This is an optimization exercise on Yosys and OpenROAD, whose aim is small area, a short achievable clock period and few clock cycles, not a production implementation. No functional check of the RTL was part of this run. Power figures rest on the tool's default switching activity, not on a simulated workload.

<file path="flow/design.v">
module sctp_dec (
    input  wire        clk,
    input  wire        rst,
    input  wire        in_valid,
    output wire        in_ready,
    input  wire [63:0] in_data,
    input  wire        in_last,
    input  wire [3:0]  in_cnt,
    output reg         ev_valid,
    input  wire        ev_ready,
    output reg  [3:0]  ev_type,
    output reg  [1:0]  ev_refk,
    output reg  [31:0] ev_off,
    output reg  [63:0] ev_value,
    output reg  [31:0] ev_size,
    output reg         ev_fault,
    output reg  [2:0]  ev_cause
);
    localparam [1:0] REF_NULL  = 2'd0;
    localparam [1:0] REF_INBUF = 2'd1;
    localparam [1:0] REF_TEMP  = 2'd2;
    localparam [2:0] C_TRUNCATED = 3'd1;
    localparam [2:0] C_OVERFLOW  = 3'd2;
    localparam [2:0] C_UNKNOWN   = 3'd5;
    reg        e0v, e1v;         
    reg        e0l, e1l;         
    reg [3:0]  e0c, e1c;         
    reg [63:0] e0d, e1d;
    reg [23:0] pb;               
    reg        pl;               
    reg [1:0]  pc;               
    reg        skip;             
    reg        drain;            
    reg [2:0]  o;                
    reg [32:0] se;               
    reg [28:0] bpos;             
    assign in_ready = !e1v;
    wire inacc = in_valid && !e1v;
    wire slot_free = !ev_valid || ev_ready;
    wire e0w = e0v && !pl;
    wire e1w = e0w && !e0l && e1v;
    wire ek  = pl || (e0v && (e0l || (e1v && e1l)));    
    function [7:0] therm8(input [3:0] c);
        integer i;
        for (i = 0; i < 8; i = i + 1)
            therm8[i] = (i < c);
    endfunction
    wire [2:0]  pmask = pl ? {pc == 2'd3, pc >= 2'd2, pc != 2'd0} : 3'b111;
    wire [18:0] mw = {therm8(e1c) & {8{e1w}}, therm8(e0c) & {8{e0w}}, pmask};
    reg [4:0] vend;
    always @(*) begin
        if (pl)        vend = {3'd0, pc};
        else if (!e0v) vend = 5'd3;
        else if (e0l)  vend = 5'd3 + {1'b0, e0c};
        else if (e1v)  vend = 5'd11 + {1'b0, e1c};
        else           vend = 5'd11;
    end
    wire [151:0] win  = {e1d, e0d, pb};
    wire [87:0]  x    = win >> {o, 3'b000};
    wire [14:0]  pres = {14'd0, mw} >> o;      
    wire [3:0]   t    = x[3:0];
    wire [3:0]   m    = x[7:4];
    reg [10:0] keep;             
    reg [10:1] term;             
    reg [3:0]  nb;               
    reg        lsign;
    reg [63:0] lval;
    reg        fill;
    integer k;
    always @(*) begin
        keep[0] = 1'b1;
        for (k = 1; k <= 10; k = k + 1)
            keep[k] = keep[k-1] & x[8*k+7];
        for (k = 1; k <= 10; k = k + 1)
            term[k] = keep[k-1] & !x[8*k+7] & pres[k];
        nb = 4'd0;
        lsign = 1'b0;
        for (k = 1; k <= 10; k = k + 1) begin
            if (term[k]) nb = nb | k[3:0];
            if (term[k] && k < 10) lsign = lsign | x[8*k+6];
        end
        fill = t[0] && !t[2] && lsign;       
        for (k = 0; k < 9; k = k + 1)
            lval[7*k +: 7] = keep[k] ? x[8*(k+1) +: 7] : {7{fill}};
        lval[63] = keep[9] ? x[80] : fill;
    end
    wire lfound = |term;
    wire lovf   = keep[10] & pres[10];
    reg [3:0]  fw;
    reg        fok;
    reg [63:0] fval;
    reg        fbit;
    always @(*) begin
        case (t)
            4'd0, 4'd1:        begin fw = 4'd1; fok = pres[1]; end
            4'd2, 4'd3:        begin fw = 4'd2; fok = pres[2]; end
            4'd4, 4'd5, 4'd10: begin fw = 4'd4; fok = pres[4]; end
            default:           begin fw = 4'd8; fok = pres[8]; end
        endcase
        case (t)
            4'd0:    fbit = x[15];
            4'd2:    fbit = x[23];
            4'd4:    fbit = x[39];
            default: fbit = 1'b0;
        endcase
        for (k = 0; k < 8; k = k + 1)
            fval[8*k +: 8] = (k < fw) ? x[8*(k+1) +: 8] : {8{fbit}};
    end
    wire [28:0] bm1 = bpos - 29'd1;
    wire [28:0] bp1 = bpos + 29'd1;
    wire [28:0] bp2 = bpos + 29'd2;
    wire [2:0]  plo  = o - 3'd3;
    wire [31:0] hpos = {(o < 3'd3) ? bm1 : bpos, plo};
    wire        vlong = (m == 4'd15);
    wire [3:0]  hl    = (t == 4'd13 && vlong) ? (4'd1 + nb) : 4'd1;
    wire [4:0]  qd    = {2'b00, o} + {1'b0, hl} + 5'd29;       
    reg  [28:0] qhi;
    always @(*) begin
        case (qd[4:3])
            2'd3:    qhi = bm1;      
            2'd0:    qhi = bpos;
            default: qhi = bp1;
        endcase
    end
    wire [31:0] qpos = {qhi, qd[2:0]};
    localparam [2:0] A_NONE = 3'd0, A_EMIT = 3'd1, A_TERM = 3'd2, A_SKIP = 3'd3;
    reg [2:0]  act;
    reg [4:0]  len;              
    reg        vl_skip;          
    reg [3:0]  r_type;
    reg [1:0]  r_refk;
    reg [31:0] r_off;
    reg [63:0] r_value;
    reg [31:0] r_size;
    reg        r_fault;
    reg [2:0]  r_cause;
    always @(*) begin
        act = A_NONE; len = 5'd0; vl_skip = 1'b0;
        r_type = 4'd0; r_refk = REF_NULL; r_off = 32'd0; r_value = 64'd0;
        r_size = 32'd0; r_fault = 1'b0; r_cause = 3'd0;
        if (!pres[0]) begin
            if (ek) begin                                
                act = A_TERM; r_type = 4'd15;
            end
        end else begin
            case (t)
                4'd12: begin
                    act = A_EMIT; len = 5'd1;
                    r_type = 4'd12; r_refk = REF_INBUF; r_off = hpos;
                    r_value = {60'd0, m}; r_size = 32'd1;
                end
                4'd14: begin
                    act = A_TERM;
                    r_fault = 1'b1; r_cause = C_UNKNOWN; r_off = hpos;
                end
                4'd15: begin
                    act = A_TERM; r_type = 4'd15;
                end
                4'd8, 4'd9: begin
                    if (lfound) begin
                        act = A_EMIT; len = {1'b0, nb} + 5'd1;
                        r_type = t; r_refk = REF_TEMP; r_value = lval; r_size = 32'd8;
                    end else if (lovf || ek) begin
                        act = A_TERM;
                        r_fault = 1'b1; r_off = hpos;
                        r_cause = lovf ? C_OVERFLOW : C_TRUNCATED;
                    end
                end
                4'd13: begin
                    if (vlong) begin
                        if (lfound) begin
                            act = A_SKIP; vl_skip = 1'b1;
                            r_type = 4'd13; r_refk = REF_INBUF; r_off = qpos;
                            r_value = {hpos, qpos}; r_size = lval[31:0];
                        end else if (lovf || ek) begin
                            act = A_TERM;
                            r_fault = 1'b1; r_off = hpos;
                            r_cause = lovf ? C_OVERFLOW : C_TRUNCATED;
                        end
                    end else begin
                        len = {1'b0, m} + 5'd1;
                        if (pres[m]) begin
                            act = A_EMIT;
                            r_type = 4'd13; r_refk = REF_INBUF; r_off = qpos;
                            r_value = {32'd0, qpos}; r_size = {28'd0, m};
                        end else if (ek) begin
                            act = A_TERM;
                            r_fault = 1'b1; r_cause = C_TRUNCATED; r_off = hpos;
                        end else begin
                            act = A_SKIP;
                            r_type = 4'd13; r_refk = REF_INBUF; r_off = qpos;
                            r_value = {hpos, qpos}; r_size = {28'd0, m};
                        end
                    end
                end
                default: begin                           
                    if (fok) begin
                        act = A_EMIT; len = {1'b0, fw} + 5'd1;
                        r_type = t; r_refk = REF_INBUF; r_off = qpos;
                        r_value = fval; r_size = {28'd0, fw};
                    end else if (ek) begin
                        act = A_TERM;
                        r_fault = 1'b1; r_cause = C_TRUNCATED; r_off = hpos;
                    end
                end
            endcase
        end
    end
    wire [3:0]  vl_hl   = 4'd1 + nb;
    wire [4:0]  vl_s    = {2'b00, o} + {1'b0, vl_hl};
    wire        vl_huge = |lval[63:32];
    wire [32:0] vl_end  = vl_huge ? {33{1'b1}} : ({1'b0, lval[31:0]} + {28'd0, vl_s});
    wire s_fit  = (se[32:5] == 28'd0) && (se[4:0] <= vend);
    wire s_ge8  = |se[32:3];
    wire s_ge16 = |se[32:4];
    wire [4:0] n     = {2'b00, o} + len;        
    wire       hstep = !skip && !drain && slot_free;
    reg        pop1, pop2, newbuf;
    reg        go_skip, go_drain, leave_skip;
    reg        ev_load, ev_set, sk_emit, sk_fault;
    always @(*) begin
        pop1 = 1'b0; pop2 = 1'b0; newbuf = 1'b0;
        go_skip = 1'b0; go_drain = 1'b0; leave_skip = 1'b0;
        ev_load = 1'b0; ev_set = 1'b0; sk_emit = 1'b0; sk_fault = 1'b0;
        if (drain) begin
            if (e0v) begin
                pop1 = 1'b1;
                newbuf = e0l;
            end
        end else if (skip) begin
            if (s_fit) begin
                sk_emit = 1'b1; leave_skip = 1'b1;
                pop2 = s_ge16 && e1w;
                pop1 = s_ge8 && e0w && !pop2;
            end else if (ek) begin
                sk_fault = 1'b1; leave_skip = 1'b1;
                if (pl) newbuf = 1'b1;
                else if (e0l) begin pop1 = 1'b1; newbuf = 1'b1; end
                else begin pop2 = 1'b1; newbuf = 1'b1; end
            end else begin
                pop2 = s_ge16 && e1w;
                pop1 = s_ge8 && e0w && !pop2;
            end
        end else if (slot_free) begin
            case (act)
                A_EMIT: begin
                    ev_load = 1'b1; ev_set = 1'b1;
                    pop2 = n[4] && e1w;
                    pop1 = (n[4] | n[3]) && e0w && !pop2;
                end
                A_SKIP: begin
                    ev_load = 1'b1; go_skip = 1'b1;
                    if (!vl_skip) begin
                        pop2 = n[4] && e1w;
                        pop1 = (n[4] | n[3]) && e0w && !pop2;
                    end
                end
                A_TERM: begin
                    ev_load = 1'b1; ev_set = 1'b1;
                    if (pl) newbuf = 1'b1;
                    else if (e0v && e0l) begin pop1 = 1'b1; newbuf = 1'b1; end
                    else if (e0v && e1v && e1l) begin pop2 = 1'b1; newbuf = 1'b1; end
                    else begin
                        go_drain = 1'b1;
                        if (e0v && e1v) pop2 = 1'b1;
                        else if (e0v) pop1 = 1'b1;
                    end
                end
                default: ;
            endcase
        end
    end
    wire [3:0] icnt = in_last ? ((in_cnt > 4'd8) ? 4'd8 : in_cnt) : 4'd8;
    always @(posedge clk) begin
        if (rst) begin
            e0v <= 1'b0; e1v <= 1'b0; e0l <= 1'b0; e1l <= 1'b0;
            e0c <= 4'd0; e1c <= 4'd0;
            pl <= 1'b0; pc <= 2'd0;
            skip <= 1'b0; drain <= 1'b0;
            o <= 3'd3;
            se <= 33'd0;
            bpos <= 29'd0;
            ev_valid <= 1'b0;
        end else begin
            if (pop2) begin
                pb  <= e1d[63:40];
                e0v <= 1'b0;
                e1v <= 1'b0;
            end else if (pop1) begin
                pb <= e0d[63:40];
                if (e1v) begin
                    e0v <= 1'b1; e0l <= e1l; e0c <= e1c; e0d <= e1d;
                    e1v <= 1'b0;
                end else begin
                    e0v <= inacc; e0l <= in_last; e0c <= icnt; e0d <= in_data;
                end
            end else if (inacc) begin
                if (e0v) begin
                    e1v <= 1'b1; e1l <= in_last; e1c <= icnt; e1d <= in_data;
                end else begin
                    e0v <= 1'b1; e0l <= in_last; e0c <= icnt; e0d <= in_data;
                end
            end
            if (newbuf) begin
                pl <= 1'b0;
                bpos <= 29'd0;
            end else if (pop2) begin
                bpos <= bp2;
                pl <= e1l;
                pc <= e1c[1:0] - 2'd1;           
            end else if (pop1) begin
                bpos <= bp1;
                pl <= e0l;
                pc <= e0c[1:0] - 2'd1;           
            end
            if (newbuf) begin
                skip <= 1'b0; drain <= 1'b0;
                o <= 3'd3;
            end else if (drain) begin
                ;
            end else if (skip) begin
                if (leave_skip) skip <= 1'b0;
                o  <= se[2:0];
                se <= {se[32:3] - (pop2 ? 30'd2 : pop1 ? 30'd1 : 30'd0), se[2:0]};
            end else if (slot_free) begin
                if (go_drain) drain <= 1'b1;
                if (act == A_EMIT) o <= n[2:0];
                if (go_skip) begin
                    skip <= 1'b1;
                    se <= vl_skip ? vl_end : {28'd0, n[4:3] - (pop2 ? 2'd2 : pop1 ? 2'd1 : 2'd0), n[2:0]};
                end
            end
            if (ev_valid && ev_ready)
                ev_valid <= 1'b0;
            if (ev_load) begin
                ev_valid <= ev_set;
                ev_type  <= r_type;
                ev_refk  <= r_refk;
                ev_off   <= r_off;
                ev_value <= r_value;
                ev_size  <= r_size;
                ev_fault <= r_fault;
                ev_cause <= r_cause;
            end else if (sk_emit) begin
                ev_valid <= 1'b1;
                ev_value[63:32] <= 32'd0;
            end else if (sk_fault) begin
                ev_valid <= 1'b1;
                ev_type  <= 4'd0;
                ev_refk  <= REF_NULL;
                ev_off   <= ev_value[63:32];
                ev_value <= 64'd0;
                ev_size  <= 32'd0;
                ev_fault <= 1'b1;
                ev_cause <= C_TRUNCATED;
            end
        end
    end
endmodule
</file>
<file path="flow/constraint.sdc">
create_clock -name core_clock -period 6.0 [get_ports {clk}]
set_input_delay 1.2000 -clock core_clock [delete_from_list [all_inputs] [get_ports {clk}]]
set_output_delay 1.2000 -clock core_clock [all_outputs]
set_load 0.01 [all_outputs]
</file>
<file path="flow/run.sh">
#!/bin/bash
# synth_recipe.tcl (not shown) runs the flow's synth.tcl, then flattens the netlist and writes it again
# the make line also repeats each setting of config.mk as NAME=value (left out here)
make -C /OpenROAD-flow-scripts/flow DESIGN_CONFIG=/design/flow/config.mk WORK_HOME=/design/flow/orfs CLKGATE_MAP_FILE= SYNTH_SCRIPT=/design/flow/synth_recipe.tcl finish
</file>
<file path="flow/config.mk">
export PLATFORM = sky130hd
export DESIGN_NAME = sctp_dec
export DESIGN_NICKNAME = sctp_dec
export VERILOG_FILES = /design/flow/design.v
export SDC_FILE = /design/flow/constraint.sdc
export NUM_CORES = 4
export LEC_CHECK = 0
export CAP_MARGIN = 20
export CORE_MARGIN = 2
export CORE_UTILIZATION = 40
export SLEW_MARGIN = 20
</file>
==> out/metrics.yaml <==
critical_path:
  slowest_stage: "mux4_2"
  start_kind: "register"
  cp.required_ns: 6.47
  r2r_slack_ns: -1.02
  r2r_end: "se[29]$_SDFFE_PP0P_"
  startpoint: "o[1]$_SDFFE_PP1P_"
  path_buf_inv: 6
  cp-endpoint: "se[29]$_SDFFE_PP0P_"
  cp_common_cell: "buf_4"
  critPathArrivalTime_ns: 7.49
  endpoint_kind: "register"
  crit_path_max_fanout: 8
  worstSetupPathType: "register to register"
  r2r_start: "o[1]$_SDFFE_PP1P_"
  path_delay_family: "simple AND/OR/NAND/NOR gates"
  ff2ff_path_depth: 33
  critical_path_cell_count: 33
  critPathMaxStageDelay_ns: 0.51
synthesis:
  async_reset_ff_share_pct: 0
  synth_mux_area_share_pct: 11.20
  yosys_warnings: 1
  synth_seq_cells: 373
  yosys.area_share.xor_xnor_pct: 2.315
  synth-compound-area-share_pct: 21.64
  synth_top_family_by_area: "compound AO/OA/AOI/OAI gates"
  ys_types: 106
  syn_nets: 3491
  synth_ff_type: "edfxtp_1"
  ys_seq_area_share_pct: 36.06
  syn_area_mm2: 0.02876
  synth_fa_ha_area_share_pct: 2.324
  avgSynthCellArea_um2: 8.535
  synthCells: 3369
  synth-simple-area-share_pct: 21.39
  synth_edf_count: 290
die:
  start_util_pct: 40.29
  io_pins: 213
  dieArea_mm2: 0.07405
  fp.dieH_um: 272.1
  core_mm2: 0.07136
  fp-row-count: 98
  die_w_um: 272.1
timing:
  fmax_mhz: 142.4
  finalHoldViolations: 0
  drv_slew: 0
  fin_crit_ns: 7.023
  min_period_over_period_pct: 117.0
  fin_skew_ns: 0.04057
  rsz0062_at_grt: "yes"
  setup_ws_ns: -1.023
  slew_headroom_pct: 10.98
  setup_viol: 40
  worst_pin_slew_ns: 1.321
  hold_slack_ns: 0.4966
cells_and_area:
  post_layout_nonfiller_instances: 5056
  final_nets: 4191
  regArea_mm2: 0.01038
  design_area_mm2: 0.04023
  layout-drive-gt1-share_pct: 31.03
  synthToLayoutAreaGrowth_pct: 39.91
  final_core_util_pct: 56.37
  fill_cells: 6533
  multiInputGateArea_mm2: 0.01902
clocking:
  clk_latency_ns: 0.62
  numCtsBuffers: 42
  ctsHtreeMaxLevel: 2
  cts_buffer_depth: 3
  cts_sinks: 373
  clock-root-buffer: "clkbuf_16"
  cts_tree: "built"
  clk_pin_slew_worst_paths_ns: 0.07
place:
  dp_slack_ns: -1.302
  placed_cells: 4879
  hpwl_um: 105800
  gp_congestion: 1.065
  port_buffers: 212
  place_area_mm2: 0.03589
grt:
  grt.total_usage_pct: 35.23
  grt_pass1_wl_um: 194500
  antenna_found_initial: 9
  grt_max_degree: 65
  grt_remaining_overflow: 0
  grt_pass1_vias: 28970
drt:
  ant_nets: 0
  drt_wl_total_um: 135000
  vias: 31340
  via_per_inst: 6.199
  drt_iter0_markers: 4286
  drc: 0
  firstDrtPassIters: 9
  wl_per_cell_um: 26.70
outcome:
  violations: "setup timing"
  outcome: "finished with violations"
power:
  p_leak_nw: 15.35
  powerDensity_mw_per_mm2: 418.2
  ir_drop_uv: 245.2
hold_path:
  min_path_type: "register to register"
flow_run:
  drv_cap: 0
## logic make-up (layout without fill, tap and decap cells)
logic type | count (synthesis) | after routing
DFF | 373 | 373
and+or+nand+nor | 1350 | 1350
muxes | 238 | 238
other | 0 | 3
xor gates and xnor gates | 76 | 76
AOI/OAI and AO/OA | 970 | 970
adders and majority gates | 50 | 50
buffers and inverters | 312 | 1046
## state kept, by name, summed over array words and instances, names as in the netlist, 4 cells and up
register,cells
ev_type,4
ev_size,32
pb,24
bpos,29
e1c,4
ev_off,32
e0c,4
se,33
e0d,64
ev_value,64
e1d,64
## through the flow
| step | power (mW) | TNS (ns) |
|---|---|---|
| global placement | 12.50 | -42.20 |
| detailed placement | 12.50 | -41.70 |
| floorplan | 8.115 | -50.95 |
| global route | 17.37 | -28.12 |
| CTS | 15.80 | -11.36 |
| finish | 16.83 | -13.41 |
## cell usage after synthesis (11+ instances only)
cell type / number / area (um^2)
mux4_2: 57 / 1284
nor4_1: 24 / 150.1
a31oi_1: 39 / 244.0
buf_6: 13 / 146.4
clkbuf_1: 167 / 626.9
and3_1: 34 / 212.7
xor2_1: 33 / 289.0
o21a_1: 19 / 142.6
ha_1: 43 / 538.0
mux2_2: 71 / 799.5
buf_4: 16 / 120.1
buf_1: 11 / 41.29
or4_1: 14 / 105.1
nand3_1: 65 / 325.3
a211oi_1: 40 / 300.3
nand4_1: 20 / 125.1
nor2b_1: 29 / 181.4
nand2b_1: 38 / 237.7
nor2_1: 279 / 1047
xnor2_1: 43 / 376.6
o21ai_0: 268 / 1341
or2_2: 21 / 131.4
and2_1: 23 / 143.9
o211ai_1: 39 / 292.8
o22ai_1: 43 / 269.0
a22oi_1: 35 / 262.8
edfxtp_1: 290 / 8708
buf_2: 34 / 170.2
inv_1: 59 / 221.5
mux2i_1: 107 / 1071
nand2_1: 609 / 2286
dfxtp_1: 83 / 1662
o221ai_1: 28 / 245.2
nor3_1: 94 / 470.5
o31ai_1: 35 / 262.8
a21o_1: 33 / 247.7
or3_1: 56 / 350.3
a21oi_1: 232 / 1161
## how the worst min path moves through the flow
stage | slack, ns | end | cells after the start | from
after floorplan | 0.44 | se[0]$_SDFFE_PP0P_ | 2 | se[0]$_SDFFE_PP0P_
after global placement | 0.47 | se[0]$_SDFFE_PP0P_ | 2 | se[0]$_SDFFE_PP0P_
after detailed placement | 0.47 | se[0]$_SDFFE_PP0P_ | 2 | se[0]$_SDFFE_PP0P_
after CTS | 0.50 | se[1]$_SDFFE_PP0P_ | 2 | se[1]$_SDFFE_PP0P_
after global routing | 0.52 | se[0]$_SDFFE_PP0P_ | 2 | se[0]$_SDFFE_PP0P_
final | 0.50 | se[1]$_SDFFE_PP0P_ | 2 | se[1]$_SDFFE_PP0P_
## worst min-delay path: stages (launching register included)
cell and delay, ns:
dfxtp_1 0.34, nand2_1 0.06, a21oi_1 0.05
## layer usage
metal	global-route usage (%)	up-vias	part of all wire, %
met4	14.69	10	5.2
met3	7.670	386	11
met2	52.99	1891	43
li1	-	13940	-
met1	48.98	15110	41
met5	0	-	0.048
## report_power, final
part | internal, mW | total [mW] | leakage, nW | switching [mW]
Combinational | 4.18 | 10.2 | 11.3 | 6.04
Clock | 1.61 | 2.75 | 0.700 | 1.14
Sequential | 3.49 | 3.86 | 3.36 | 0.371
## final cells by class
type                            count  area share, %
Multi-Input combinational cell   2684          47.27
Clock buffer                       52          2.706
Clock inverter                     26         0.9330
Sequential cell                   373          25.80
Inverter                           65         0.6376
Tap cell                          950          2.955
Timing Repair Buffer              903          19.67
Antenna cell                        3        0.01866
## cells in the final DEF (no fill, tap or decap), types with 36 or more instances in the layout
cell / netlist / final
mux4_2: 57 / 59
o21ai_1: 10 / 38
mux2_2: 71 / 64
nand3_1: 65 / 59
o211ai_1: 39 / 39
a21oi_1: 232 / 183
dfxtp_1: 83 / 80
nor2_1: 279 / 253
mux2i_1: 107 / 95
o21ai_0: 268 / 204
or3_1: 56 / 43
buf_4: 16 / 597
xnor2_1: 43 / 41
o22ai_1: 43 / 36
clkbuf_16: 0 / 42
edfxtp_1: 290 / 290
nor3_1: 94 / 75
clkdlybuf4s50_1: 0 / 211
nand2_1: 609 / 587
buf_6: 13 / 64
a21oi_2: 1 / 45
inv_1: 59 / 51
## timing repair
action	4_1_cts	5_1_grt
gates resized for setup	192	315
buffers inserted	69	50
endpoints found under the setup margin	95	214
gates cloned	2	0
pin swaps	90	182
hold buffers	0	0

static timing again, ports no longer ideal:
The flow's constraints put no driver on any port. The routed layout listed below was extracted and timed again, unchanged, in two steps. Step 1 sets driving cells, clkbuf_16 on the clock port and buf_2 on the other inputs (assumed; they add their load-dependent delay and slew). Step 2 times the ports against the registers' clock, not the clock port: input delays grow and output delays shrink by t, the midpoint of the rising clock arrivals with the driver on. Three values: ideal ports, drivers, drivers and shift; two values: the first two.
shift t [ns]: 0.667
setup WS [ns]: -1.023 / -1.023 / -1.023
worst setup path at the end: register to register
slew at the worst register clock pin (ns): 0.07 / 0.07
worst slew at a driven data input, ns: 0.07
For this run, drivers alone change the setup slack by 0.000 ns; drivers and shift together by 0.000 ns.
